From an optimization exercise on the open Yosys and OpenROAD flow, aimed at small area, a short achievable clock period and few clock cycles; shortcuts taken in it are not production practice. In this exercise RTL edits were held to simulation tests only and were not proved equivalent to the original. Power figures rest on the tool's default switching activity, not on a simulated workload.

run A:
Design csum_codec, start of the top module:
module csum_codec (
    input  wire         clk,
    input  wire         rst,
    input  wire         start,
    input  wire [31:0]  cmd,
    input  wire [7:0]   blen,
    input  wire [623:0] frame,
    output wire         ready,
    output reg          done,
    output wire [7:0]   status,
    output wire [15:0]  value
);
Settings: LEC_CHECK=0, CAP_MARGIN=20, CORE_AREA=10 10 250 250, DIE_AREA=0 0 260 260, SETUP_SLACK_MARGIN=2.0, SLEW_MARGIN=20, SYNTH_HIERARCHICAL=1; clock period 8.0 ns.
standard.sh (not shown) runs the stock make flow with config.mk's settings and CLKGATE_MAP_FILE= SYNTH_SCRIPT=/design/flow/synth_recipe.tcl, a recipe that flattens the netlist after the stock synthesis.
==> flow/flow/run.sh <==
#!/bin/bash
# The standard layout, with the port buffers made as buf_1 cells (every
# input and output port still gets its own buffer).
set -euo pipefail
export BUFFER_PORTS_ARGS="-buffer_cell sky130_fd_sc_hd__buf_1"
bash standard.sh synth > synth.log 2>&1
bash standard.sh finish > layout.log 2>&1
Run A ran to completion and came out clean on the timing, design-rule and antenna checks.
Testbench counts of run A, summed over its fixed seeds: cycles 3,200.
Inputs modified between run A and run B:
Settings: setting CTS_BUF_LIST to sky130_fd_sc_hd__clkbuf_8 for the first time; setting CTS_CLUSTER_DIAMETER to 150 for the first time; changing SETUP_SLACK_MARGIN from 2.0 to 2.5; setting CTS_CLUSTER_SIZE to 24 for the first time.
[summary]
Post-CTS repair timing setup buffer count was lower in the run labelled run A. Measured against each other, run B and run A differ in wire length of the first global-routing pass, the lower figure coming from run A. Setup slack ended up 420 ps higher on run B than on run A. In the metrics for run B and run A, the one carrying the higher sequential cell area share is run A. Looking at average routed wire per standard cell across run B and run A, the one that comes out lower is run B. Run B vs. run A: leakage power of the design grew by 2.4%; met3 track demand over resource went up 0.30 points; final cycle utilization of the critical path shrank by 5.2 points; total chip power has increased.
The following lists how run C was set up differently from run B:
Settings: removing CTS_BUF_LIST (formerly sky130_fd_sc_hd__clkbuf_8); setting CELL_PAD_IN_SITES_DETAIL_PLACEMENT to 0 for the first time; removing CTS_CLUSTER_DIAMETER (formerly 150); setting CELL_PAD_IN_SITES_GLOBAL_PLACEMENT to 0 for the first time; setting PLACE_DENSITY to 0.8 for the first time; removing CTS_CLUSTER_SIZE (formerly 24).
Findings:
- In summary, run C completed successfully, with a layout that passed the timing, design-rule and antenna checks.
- Going from run B to run C, average detailed-routed wire length per instance down 3.3%, utilization up 0.73 points, number of non-clock buffers in the layout up 25, routed length on met1 down 6.0%.
- Filler cell count in the final layout: higher on run B
- Summary of run C over run B: area of the multi-input gates shows no meaningful change; routed length on met2 shows a reduction of 3200 um; count of clock-buffer cells in the layout shows an increase of 2; highest attainable clock frequency shows no meaningful change.
diff inputs: run C => run D
Settings: a deleted CELL_PAD_IN_SITES_DETAIL_PLACEMENT that had been 0; an added CTS_BUF_LIST of sky130_fd_sc_hd__clkbuf_8; a deleted PLACE_DENSITY that had been 0.8; an added GPL_ROUTABILITY_DRIVEN of 0; an added CTS_CLUSTER_SIZE of 24; an added CTS_CLUSTER_DIAMETER of 150; a deleted CELL_PAD_IN_SITES_GLOBAL_PLACEMENT that had been 0.
### Flow results
Design area went down slightly going from run C to run D.
Higher utilization among run D and run C: run C
Initial antenna violation count, run D and run C: smaller value in run C

---

Setup of P:
Starting RTL as in the previous note.
Settings: LEC_CHECK=0, CAP_MARGIN=20, CORE_AREA=10 10 250 250, CTS_BUF_LIST=sky130_fd_sc_hd__clkbuf_8, CTS_CLUSTER_DIAMETER=150, CTS_CLUSTER_SIZE=24, DIE_AREA=0 0 260 260, SETUP_SLACK_MARGIN=2.3, SLEW_MARGIN=20, SYNTH_HIERARCHICAL=1; clock period 8.0 ns.
Scripts as last shown in full above: flow/flow/run.sh
P | status: complete | timing, DRC, antenna: pass
Testbench counts of P, summed over its fixed seeds: cycles 3,200.
The inputs of T differ from those of P as listed below.
Settings: CTS_BUF_LIST removed (was sky130_fd_sc_hd__clkbuf_8); CTS_CLUSTER_DIAMETER removed (was 150); SETUP_SLACK_MARGIN changed from 2.3 to 2.5; CTS_CLUSTER_SIZE removed (was 24).
Results
Total of flip-flops plus latches after synthesis: T vs P identical. P and T ended up with nearly the same global routing met3 resource utilization. Summary of T over P: number of instances in the synthesized netlist held; cell leakage power went up about 2.8%; aggregate routed wire length went up 1.1 mm. P ended up with frame[109] as its source of the critical timing path; T ended up with frame[108].

---

Starting RTL as in the previous note.
clock: 8.0 ns
lec_check: 0
cap_margin: 20
core_area: 10 10 250 250
cts_buf_list: sky130_fd_sc_hd__clkbuf_8
cts_cluster_diameter: 150
cts_cluster_size: 24
die_area: 0 0 260 260
place_density: 0.8
setup_slack_margin: 2.7
slew_margin: 20
synth_hierarchical: 1
Scripts as last shown in full above: flow/flow/run.sh
Testbench counts at the start, summed over its fixed seeds: cycles 3,200.
Rerun with:
- CTS_BUF_LIST: sky130_fd_sc_hd__clkbuf_8 -> not set
- CTS_CLUSTER_DIAMETER: 150 -> not set
- CTS_CLUSTER_SIZE: 24 -> not set
- SETUP_SLACK_MARGIN: 2.7 -> 2.5
Result: Via count stays flat. Power shrinks by 5.3%. Hold slack degrades by 0.019 ns. Global-route usage goes up by 0.28 points. Final area fell by 1.0%. Die area stays the same. Setup slack is worse by 0.075 ns.

-- static timing again, ports no longer ideal --
The flow's constraints put no driver on any port. The routed layouts listed below were extracted and timed again, unchanged, in two steps. Step 1, drivers: a clkbuf_16 drives clk and a buf_2 each remaining input, both assumed. Step 2, shift: input delay + t, output delay - t, t = (earliest + latest rising clock arrival at the registers) / 2. This alone moves slack from input paths to output paths. Slacks: no drivers / after step 1 / after step 2; pairs: no drivers / after step 1.
| run | t, ns | setup slack, ns | worst setup path at the end | pins driven straight from the clock port |
|---|---|---|---|---|
| run A | 0.390 | 2.082 / 2.096 / 1.706 | input to register | 1 |
| run B | 0.416 | 2.501 / 2.514 / 2.098 | input to register | 1 |
| run C | 0.409 | 2.513 / 2.525 / 2.116 | input to register | 1 |
| run D | 0.428 | 2.497 / 2.516 / 2.087 | input to register | 1 |
| P | 0.415 | 2.302 / 2.315 / 1.900 | input to register | 1 |
| T | 0.395 | 2.444 / 2.464 / 2.069 | input to register | 1 |
| the first run of note 3 | 0.429 | 2.589 / 2.523 / 2.093 | input to register | 1 |
| the second run of note 3 | 0.409 | 2.513 / 2.525 / 2.116 | input to register | 1 |
After both steps setup and hold are still met in every run listed. For the first run of note 3, which loses most, drivers alone change the setup slack by -0.066 ns; drivers and shift together by -0.496 ns.
